From an optimization exercise on the open Yosys and OpenROAD flow, aimed at small area; shortcuts taken in it are not production practice.
For this run, only the layout was checked, not whether the RTL still works.
Power figures rest on the tool's default switching activity, not on a simulated workload.

==> design/flow/design.v <==
module uart_boot_engine (
    input  wire        clk,
    input  wire        rst,             
    input  wire        begin_i,         
    input  wire [31:0] img_size_i,      
    input  wire        img_bad_i,       
    input  wire        cancel_i,        
    output wire        img_req_o,
    output wire [19:0] img_addr_o,
    input  wire        img_ack_i,
    input  wire [7:0]  img_data_i,
    output wire        tx_valid_o,
    output wire [7:0]  tx_data_o,
    input  wire        tx_ready_i,
    input  wire        tx_err_i,        
    output wire        rx_ready_o,
    input  wire        rx_valid_i,
    input  wire [7:0]  rx_data_i,
    input  wire        rx_timeout_i,
    input  wire        rx_err_i,
    output reg         close_o,
    output reg         progress_valid_o,
    output reg  [31:0] progress_o,
    output reg         result_valid_o,
    output wire [2:0]  state_o,
    output wire [2:0]  cause_o
);
    localparam [31:0] CRC_POLY   = 32'h04C11DB7;
    localparam [31:0] CRC_INIT   = 32'hFFFFFFFF;
    localparam [31:0] CRC_XOROUT = 32'hFFFFFFFF;
    localparam [15:0] MAX_CHUNK    = 16'd512;
    localparam [7:0]  MAX_ATTEMPTS = 8'd3;
    localparam [31:0] MAX_IMAGE    = 32'h000F_FFFF;
    localparam [7:0] SOF = 8'hAA;
    localparam [7:0] EOF = 8'hBB;
    localparam [2:0] ST_IDLE     = 3'd0;
    localparam [2:0] ST_STARTING = 3'd1;
    localparam [2:0] ST_HEADER   = 3'd2;
    localparam [2:0] ST_DATA     = 3'd3;
    localparam [2:0] ST_END      = 3'd4;
    localparam [2:0] ST_COMPLETE = 3'd5;
    localparam [2:0] ST_FAILED   = 3'd6;
    localparam [2:0] C_NONE      = 3'd0;
    localparam [2:0] C_TRANSPORT = 3'd1;
    localparam [2:0] C_TIMEOUT   = 3'd2;
    localparam [2:0] C_REJECTED  = 3'd3;
    localparam [2:0] C_MALFORMED = 3'd4;
    localparam [2:0] C_FILE      = 3'd5;
    localparam [2:0] C_CANCELLED = 3'd6;
    localparam [2:0] K_IDLE     = 3'd0;
    localparam [2:0] K_IMGCRC   = 3'd1;   
    localparam [2:0] K_STEP     = 3'd2;   
    localparam [2:0] K_TX       = 3'd3;   
    localparam [2:0] K_RX       = 3'd4;   
    localparam [2:0] K_CLASSIFY = 3'd5;   
    localparam [2:0] K_DONE     = 3'd6;   
    function [7:0] reflect8(input [7:0] v);
        integer i;
        begin
            for (i = 0; i < 8; i = i + 1) reflect8[i] = v[7-i];
        end
    endfunction
    function [31:0] reflect32(input [31:0] v);
        integer i;
        begin
            for (i = 0; i < 32; i = i + 1) reflect32[i] = v[31-i];
        end
    endfunction
    function [31:0] crc_update(input [31:0] c, input [7:0] b);
        integer i;
        reg [31:0] r;
        begin
            r = c ^ {reflect8(b), 24'd0};
            for (i = 0; i < 8; i = i + 1)
                r = r[31] ? ((r << 1) ^ CRC_POLY) : (r << 1);
            crc_update = r;
        end
    endfunction
    function [31:0] crc_final(input [31:0] c);
        crc_final = reflect32(c) ^ CRC_XOROUT;
    endfunction
    reg [2:0]  ctl;
    reg [2:0]  st;
    reg [2:0]  cause;
    reg [7:0]  attempt;
    reg        tx_any;
    reg        own;
    reg        cancelling;      
    reg [31:0] img_size;
    reg [31:0] img_crc;
    reg [31:0] bytes_sent;
    reg [15:0] chunk_len;
    reg [31:0] crc_img;         
    reg [31:0] crc_tx;          
    reg [19:0] addr;            
    reg [15:0] tx_idx;          
    reg [7:0]  pay_byte;        
    reg        pay_have;
    reg [7:0]  rsp [0:9];       
    reg [3:0]  rx_cnt;
    reg  [7:0]  f_type;
    reg  [15:0] f_len;
    reg  [7:0]  f_code;         
    always @(*) begin
        f_type = 8'h00;
        f_len  = 16'd1;
        f_code = 8'h00;
        if (cancelling) begin
            f_code = 8'h02;
        end else begin
            case (st)
                ST_STARTING: f_code = 8'h00;
                ST_END:      f_code = 8'h01;
                ST_HEADER: begin
                    f_type = 8'h02;
                    f_len  = 16'd16;
                end
                ST_DATA: begin
                    f_type = 8'h01;
                    f_len  = chunk_len;
                end
                default: ;
            endcase
        end
    end
    wire        is_data   = (f_type == 8'h01);
    wire [15:0] pay_end   = 16'd4 + f_len;          
    wire [15:0] last_idx  = 16'd8 + f_len;          
    wire        in_pay    = (tx_idx >= 16'd4) && (tx_idx < pay_end);
    wire [3:0]  pay_idx   = tx_idx[3:0] - 4'd4;     
    wire [1:0]  sum_idx   = tx_idx[1:0] - pay_end[1:0];
    wire [31:0] tx_sum    = crc_final(crc_tx);
    reg [7:0] hdr_byte;
    always @(*) begin
        case (pay_idx)
            4'd0: hdr_byte = img_size[7:0];
            4'd1: hdr_byte = img_size[15:8];
            4'd2: hdr_byte = img_size[23:16];
            4'd3: hdr_byte = img_size[31:24];
            4'd4: hdr_byte = img_crc[7:0];
            4'd5: hdr_byte = img_crc[15:8];
            4'd6: hdr_byte = img_crc[23:16];
            4'd7: hdr_byte = img_crc[31:24];
            default: hdr_byte = 8'h00;
        endcase
    end
    reg [7:0] tx_byte;
    always @(*) begin
        if (tx_idx == 16'd0)
            tx_byte = SOF;
        else if (tx_idx == 16'd1)
            tx_byte = f_type;
        else if (tx_idx == 16'd2)
            tx_byte = f_len[7:0];
        else if (tx_idx == 16'd3)
            tx_byte = f_len[15:8];
        else if (in_pay) begin
            if (is_data)
                tx_byte = pay_byte;
            else if (f_type == 8'h02)
                tx_byte = hdr_byte;
            else
                tx_byte = f_code;
        end else if (tx_idx == last_idx)
            tx_byte = EOF;
        else begin
            case (sum_idx)
                2'd0: tx_byte = tx_sum[7:0];
                2'd1: tx_byte = tx_sum[15:8];
                2'd2: tx_byte = tx_sum[23:16];
                default: tx_byte = tx_sum[31:24];
            endcase
        end
    end
    wire tx_wait_img = is_data && in_pay && !pay_have;
    assign tx_valid_o = (ctl == K_TX) && !tx_wait_img;
    assign tx_data_o  = tx_byte;
    wire   tx_fire    = tx_valid_o && tx_ready_i;
    wire   tx_last    = (tx_idx == last_idx);
    assign img_req_o  = (ctl == K_IMGCRC && {12'd0, addr} != img_size) ||
                        (ctl == K_TX && tx_wait_img);
    assign img_addr_o = addr;
    wire   img_fire   = img_req_o && img_ack_i;
    assign rx_ready_o = (ctl == K_RX) && !cancel_i;
    assign state_o = st;
    assign cause_o = cause;
    wire [15:0] r_len    = {rsp[3], rsp[2]};
    wire [31:0] r_stored = {rsp[8], rsp[7], rsp[6], rsp[5]};
    wire [31:0] r_calc   = crc_final(crc_update(crc_update(crc_update(
                               crc_update(CRC_INIT, rsp[1]), rsp[2]), rsp[3]), rsp[4]));
    wire r_valid = (rsp[0] == SOF) && (r_len == 16'd1) && (rsp[9] == EOF) &&
                   (r_calc == r_stored) && (rsp[1] <= 8'h03);
    wire r_resp  = r_valid && (rsp[1] == 8'h03);
    wire r_ack   = r_resp && (rsp[4] == 8'h00);
    wire r_nack  = r_resp && (rsp[4] == 8'h01);
    wire [31:0] remain_hdr  = img_size;
    wire [31:0] sent_next   = bytes_sent + {16'd0, chunk_len};
    wire [31:0] remain_data = img_size - sent_next;
    integer k;
    always @(posedge clk) begin
        close_o          <= 1'b0;
        progress_valid_o <= 1'b0;
        result_valid_o   <= 1'b0;
        if (rst) begin
            ctl        <= K_IDLE;
            st         <= ST_IDLE;
            cause      <= C_NONE;
            attempt    <= 8'd0;
            tx_any     <= 1'b0;
            own        <= 1'b0;
            cancelling <= 1'b0;
            img_size   <= 32'd0;
            img_crc    <= 32'd0;
            bytes_sent <= 32'd0;
            chunk_len  <= 16'd0;
            crc_img    <= CRC_INIT;
            crc_tx     <= CRC_INIT;
            addr       <= 20'd0;
            tx_idx     <= 16'd0;
            pay_byte   <= 8'd0;
            pay_have   <= 1'b0;
            rx_cnt     <= 4'd0;
            progress_o <= 32'd0;
            for (k = 0; k < 10; k = k + 1) rsp[k] <= 8'd0;
        end else begin
            case (ctl)
                K_IDLE: begin
                    if (cancel_i) begin
                        cause          <= C_CANCELLED;
                        st             <= ST_FAILED;
                        result_valid_o <= 1'b1;
                        ctl            <= K_DONE;
                    end else if (begin_i) begin
                        if (img_bad_i || img_size_i > MAX_IMAGE) begin
                            cause          <= C_FILE;
                            st             <= ST_FAILED;
                            result_valid_o <= 1'b1;
                            ctl            <= K_DONE;
                        end else begin
                            img_size   <= img_size_i;
                            bytes_sent <= 32'd0;
                            chunk_len  <= 16'd0;
                            attempt    <= 8'd0;
                            tx_any     <= 1'b0;
                            own        <= 1'b1;
                            cause      <= C_NONE;
                            st         <= ST_STARTING;
                            crc_img    <= CRC_INIT;
                            addr       <= 20'd0;
                            ctl        <= K_IMGCRC;
                        end
                    end
                end
                K_IMGCRC: begin
                    if ({12'd0, addr} == img_size) begin
                        img_crc <= crc_final(crc_img);
                        ctl     <= K_STEP;
                    end else if (img_fire) begin
                        crc_img <= crc_update(crc_img, img_data_i);
                        addr    <= addr + 20'd1;
                    end
                end
                K_STEP: begin
                    crc_tx   <= CRC_INIT;
                    tx_idx   <= 16'd0;
                    pay_have <= 1'b0;
                    if (cancel_i) begin
                        if (tx_any) begin
                            cancelling <= 1'b1;
                            ctl        <= K_TX;
                        end else begin
                            close_o        <= own;
                            own            <= 1'b0;
                            cause          <= C_CANCELLED;
                            st             <= ST_FAILED;
                            result_valid_o <= 1'b1;
                            ctl            <= K_DONE;
                        end
                    end else begin
                        attempt <= attempt + 8'd1;
                        tx_any  <= 1'b1;
                        addr    <= bytes_sent[19:0];
                        ctl     <= K_TX;
                    end
                end
                K_TX: begin
                    if (img_fire) begin
                        pay_byte <= img_data_i;
                        pay_have <= 1'b1;
                    end
                    if (tx_fire) begin
                        tx_idx <= tx_idx + 16'd1;
                        if (tx_idx >= 16'd1 && tx_idx < pay_end)
                            crc_tx <= crc_update(crc_tx, tx_byte);
                        if (is_data && in_pay) begin
                            pay_have <= 1'b0;
                            addr     <= addr + 20'd1;
                        end
                        if (tx_last) begin
                            if (cancelling) begin
                                cancelling     <= 1'b0;
                                close_o        <= own;
                                own            <= 1'b0;
                                cause          <= C_CANCELLED;
                                st             <= ST_FAILED;
                                result_valid_o <= 1'b1;
                                ctl            <= K_DONE;
                            end else if (tx_err_i) begin
                                own            <= 1'b0;
                                cause          <= C_TRANSPORT;
                                st             <= ST_FAILED;
                                result_valid_o <= 1'b1;
                                ctl            <= K_DONE;
                            end else begin
                                rx_cnt <= 4'd0;
                                ctl    <= K_RX;
                            end
                        end
                    end
                end
                K_RX: begin
                    if (cancel_i) begin
                        crc_tx     <= CRC_INIT;
                        tx_idx     <= 16'd0;
                        pay_have   <= 1'b0;
                        cancelling <= 1'b1;
                        ctl        <= K_TX;
                    end else if (rx_err_i) begin
                        own            <= 1'b0;
                        cause          <= C_TRANSPORT;
                        st             <= ST_FAILED;
                        result_valid_o <= 1'b1;
                        ctl            <= K_DONE;
                    end else if (rx_timeout_i) begin
                        if (attempt < MAX_ATTEMPTS) begin
                            ctl <= K_STEP;
                        end else begin
                            own            <= 1'b0;
                            cause          <= C_TIMEOUT;
                            st             <= ST_FAILED;
                            result_valid_o <= 1'b1;
                            ctl            <= K_DONE;
                        end
                    end else if (rx_valid_i) begin
                        rsp[rx_cnt] <= rx_data_i;
                        rx_cnt      <= rx_cnt + 4'd1;
                        if (rx_cnt == 4'd9)
                            ctl <= K_CLASSIFY;
                    end
                end
                K_CLASSIFY: begin
                    if (r_ack) begin
                        attempt <= 8'd0;
                        ctl     <= K_STEP;
                        case (st)
                            ST_STARTING: st <= ST_HEADER;
                            ST_HEADER: begin
                                if (img_size == 32'd0) begin
                                    st <= ST_END;
                                end else begin
                                    chunk_len <= (remain_hdr > {16'd0, MAX_CHUNK}) ?
                                                 MAX_CHUNK : remain_hdr[15:0];
                                    st        <= ST_DATA;
                                end
                            end
                            ST_DATA: begin
                                bytes_sent       <= sent_next;
                                progress_o       <= sent_next;
                                progress_valid_o <= 1'b1;
                                if (sent_next == img_size) begin
                                    st <= ST_END;
                                end else begin
                                    chunk_len <= (remain_data > {16'd0, MAX_CHUNK}) ?
                                                 MAX_CHUNK : remain_data[15:0];
                                end
                            end
                            default: begin
                                own            <= 1'b0;
                                st             <= ST_COMPLETE;
                                result_valid_o <= 1'b1;
                                ctl            <= K_DONE;
                            end
                        endcase
                    end else if (attempt < MAX_ATTEMPTS) begin
                        ctl <= K_STEP;
                    end else begin
                        own            <= 1'b0;
                        cause          <= r_nack ? C_REJECTED : C_MALFORMED;
                        st             <= ST_FAILED;
                        result_valid_o <= 1'b1;
                        ctl            <= K_DONE;
                    end
                end
                default: ;   
            endcase
        end
    end
endmodule
==> design/flow/run.sh <==
#!/bin/bash
# synth_recipe.tcl (not shown) runs the flow's synth.tcl, then flattens the netlist and writes it again
# the make line also repeats each setting of config.mk as NAME=value (left out here)
make -C /OpenROAD-flow-scripts/flow DESIGN_CONFIG=/design/flow/config.mk WORK_HOME=/design/flow/orfs CLKGATE_MAP_FILE= SYNTH_SCRIPT=/design/flow/synth_recipe.tcl finish
==> design/flow/config.mk <==
export PLATFORM = sky130hd
export DESIGN_NAME = uart_boot_engine
export DESIGN_NICKNAME = uart_boot_engine
export VERILOG_FILES = /design/flow/design.v
export SDC_FILE = /design/flow/constraint.sdc
export NUM_CORES = 4
export LEC_CHECK = 0
export CAP_MARGIN = 20
export CORE_MARGIN = 2
export CORE_UTILIZATION = 40
export PLACE_DENSITY = 0.6
export SLEW_MARGIN = 20
==> design/flow/constraint.sdc <==
create_clock -name core_clock -period 12.0 [get_ports {clk}]
set_input_delay 2.4000 -clock core_clock [delete_from_list [all_inputs] [get_ports {clk}]]
set_output_delay 2.4000 -clock core_clock [all_outputs]
set_load 0.01 [all_outputs]
==> results.txt <==
- Status: no timing/DRC/antenna violations
- Synth top area share: between 20% and 30%
- Endpoints failing setup: 0
- Top delay family on crit path: simple AND/OR/NAND/NOR gates
- Area post-placement: 0.02724 mm2
- Comb pwr share: 55.9%
- Synth cell count leaders: nor2_1 (375), dfxtp_1 (280), xnor2_1 (258)
- Worst Slack Setup Final: 2.809 ns
- Unique cell type count in the Yosys netlist: just over 100
- Drt pass-1 iters: 6
- Clk sinks: 360
- Main area contributors after synthesis: dfxtp_1 (22%), edfxtp_1 (9.5%), xnor2_1 (8.9%)
- Final hold vios: 0
- CTS Buffer Depth: 3
- Post-cts sizing count: 0
- Ratio of cells with drive above 1 in the final layout: under 10%
- Max IR drop VDD: 0.1255 mV
- Syn Nets: 3,003
- Overall Global Routing Usage: 24.90%
- Tcrit/Tclk final: between 70% and 80%
- Count leader, synth: nor2_1
- Leakage: 10.72 nW
- Synth area leader: dfxtp_1
- Number of H-tree levels: 2
- Clock Skew: 0.03445 ns
- Starting Density: 40.33%
- Fin nets: around 3,000
- WP data required: around 9.6 ns
- HP Class: reg2reg
- CP bufs+invs: 1
- Die area: 0.06540 mm2
- Post-layout util: ~46%
- FP Rows: 92
- CTS tree: built
- Io pins: 131
- Clk pwr share: 19.7%
- Final HPWL DP: about 63,000 um
- Register area share after synthesis: a little under a third
- DIE HEIGHT: 255.7 um
- Switching Fraction: 42.60%
- 1st-iter DRT viols: 1,814
- First-pass GRT wire length: approximately 130,000 um
- WP data arrival: 6.79 ns
- Placer Congestion: 0.9609
- Initial antenna violation count: 0
- RSZ-0062 raised after global routing: no
- # Max-Cap Violations: 0
- Avg Cell Area, Syn: between 8 and 9 um2
- Post-CTS Setup Bufs: 0
- Cts bufs inserted: between 40 and 50
- Crit end category: primary output
- Crit Path Max Fanout: 15
- Slew Viols, Final: 0
- Net Switching: 0.002759 W
- Overflow after GRT: 0
- Cells after DPL: 3,704
- Post-synth EDFFs: 80
- Clk slew on worst S/H paths: approximately 0.060 ns
- P&R area growth vs syn: 12.90%
- Vias in the first global route: 21,164
- Worst-Skew Late Latency: about 0.59 ns
- Ys Warns: 1
- Core Footprint: roughly 0.063 mm2
- Vias per cell: slightly below 6
- Pin count of the biggest net entering global routing: 70
- Mapped Cells: 2,873
- Routed WL: ~84,000 um
- Top_reg_cell synth: dfxtp_1
- Startpoint Class: flip-flop
- Sequential fraction of design power: 24.5%
- Ant diodes: 0
- Vias: 21,910
- Worst stage delay on the critical path: 0.63 ns
- Die width: approximately 260 um
- Worst Tran Pin Value: 1.097 ns
- Internal Pwr Total: 0.003717 W
- Fin area: 0.02862 mm2
- Root buffer cell: clkbuf_16
- #FFs+latches synth: 360
- Sequence of cells on the critical path: and3b_1 -> nand2_1 -> nor2_1 -> ha_1 -> and3b_1 -> and4_1 -> nand4_1 -> nor2_1 -> xnor2_1 -> nand2_1 -> ha_1 -> nand4_1 -> or4_1 -> a31o_2 -> and2_1 -> or4_1 -> a211oi_1 -> clkdlybuf4s50_1
- Mapped Area: 0.02535 mm2
- DP Worst Slack: ~3.5 ns
- Sum Neg Setup Slack: 0 ns
- Minimum clock period: 9.191 ns
- Post-synthesis async set-or-reset flop share: 0%
- Power Density: 226.3 mW/mm2
- Port Buffers: 130
- Crit path kind: reg2out
- Max Freq: 108.8 MHz
- Wire per inst: 22.11 um
- Non-Filler Instances: between 3,000 and 4,000
- Post-DRT Antenna Nets: 0
- Critical-path top delay cell: clkdlybuf4s50_1
- Worst slew margin: 26.38%
- Remaining routing DRC violations: 0
- CTS Hold Bufs: 0
[path summary, 6_finish.rpt]
path | start | end | slack [ns] | cells after the start
worst min-delay path | bytes_sent[31] | bytes_sent[31] | 0.47 | 2
worst max register to register | st[0] | crc_tx[15] | 4.72 | 22
worst min register to register | bytes_sent[31] | bytes_sent[31] | 0.47 | 2
worst max-delay path | st[0] | tx_data_o[2] | 2.81 | 18
[placed cells by master, fill, tap and decap left out, types with 13 or more instances in the layout]
| cell | instances |
|---|---|
| a21oi_1 | 193 |
| nor4_1 | 34 |
| a22oi_1 | 30 |
| a211o_1 | 19 |
| nor2_1 | 373 |
| nor2b_1 | 15 |
| o21ai_0 | 81 |
| edfxtp_1 | 80 |
| o31ai_1 | 16 |
| xnor2_1 | 258 |
| o211ai_1 | 20 |
| a211oi_1 | 44 |
| dfxtp_1 | 280 |
| mux2i_1 | 23 |
| clkdlybuf4s50_1 | 129 |
| nand2_1 | 226 |
| xor2_1 | 143 |
| buf_4 | 22 |
| or4_1 | 13 |
| a31oi_1 | 16 |
| ha_1 | 68 |
| clkbuf_16 | 44 |
| nor3_1 | 55 |
| and3_1 | 29 |
| nand2b_1 | 43 |
| a21o_1 | 22 |
| and2_1 | 39 |
| inv_1 | 57 |
| nand3_1 | 74 |
| o22ai_1 | 19 |
| or3_1 | 13 |
| a22o_1 | 26 |
| o21bai_1 | 18 |
| or2_2 | 17 |
| nand4_1 | 37 |
| xnor3_1 | 66 |
| o21ai_1 | 30 |
[worst min-delay path, delay by kind of cell, from the launching register on]
family           cells  cell delay [ns]
AND/OR/NAND/NOR      1             0.05
AO/OA/AOI/OAI        1             0.05
flip-flops           1             0.32
[routing by layer]
layer | vias to the layer above | part of all wire, % | global-route usage [%]
met4 | 0 | 2.9 | 7.294
li1 | 10328 | - | -
met5 | - | 0 | 0
met3 | 146 | 5.7 | 3.238
met2 | 733 | 47 | 41.65
met1 | 10703 | 44 | 33.59
[power groups by stage]
stage	sequential, W	clock (W)	combinational (W)
2_1_floorplan	0.00146	0	0.00282
3_3_place_gp	0.00160	0	0.00351
3_5_place_dp	0.00160	0	0.00356
4_1_cts	0.00157	0.00130	0.00358
5_1_grt	0.00159	0.00135	0.00389
6_report	0.00158	0.00127	0.00362
[sequential cells by signal, summed over array words and instances, names as in the netlist, 4 cells and up]
name        cells
rsp            80
bytes_sent     32
crc_img        32
crc_tx         32
img_crc        32
img_size       32
progress_o     32
addr           20
chunk_len      16
tx_idx         16
attempt         8
pay_byte        8
rx_cnt          4
[through the flow]
stage / hold WS (ns) / power, W
2_1_floorplan: 0.4107 / 0.004281
3_3_place_gp: 0.4532 / 0.005108
3_5_place_dp: 0.4595 / 0.005157
4_1_cts: 0.4680 / 0.006453
5_1_grt: 0.5006 / 0.006828
6_report: 0.4718 / 0.006475
[cells by family (layout without fill, tap and decap cells)]
logic type / count (synthesis) / count (layout) / synth area share (%)
adders and majority gates: 78 / 78 / 3.875
xor gates and xnor gates: 500 / 500 / 22.65
muxes: 34 / 34 / 1.752
and+or+nand+nor: 1019 / 1019 / 19.30
AOI/OAI and AO/OA: 657 / 657 / 17.28
buffers and inverters: 225 / 287 / 3.554
DFF: 360 / 360 / 31.59
[final cells by class]
class / instances / area [um2]
Fill cell: 6124 / 34230
Multi-Input combinational cell: 2288 / 16500
Sequential cell: 360 / 8008
Timing Repair Buffer: 152 / 1468
Clock buffer: 60 / 1231
Tap cell: 846 / 1059
Inverter: 58 / 217.7
Clock inverter: 17 / 136.4

static timing again, ports no longer ideal:
How much do the figures lean on ideal ports? The routed layout below was timed once more, with nothing changed but the port constraints. Step 1, drivers: a clkbuf_16 drives clk and a buf_2 each remaining input, both assumed. Step 2 also shifts input and output timing later by t, the mid clock arrival at the registers, as if the neighbouring blocks saw the same clock. a / b / c = ideal / step 1 / step 2; a / b = the first two.
t (ns): 0.638
setup WS [ns]: 2.809 / 2.745 / 3.383
pins driven straight from the clock port: 1
After both steps this run still meets setup and hold. The setup slack of this run moves by -0.064 ns with the drivers and by +0.574 ns with both steps.
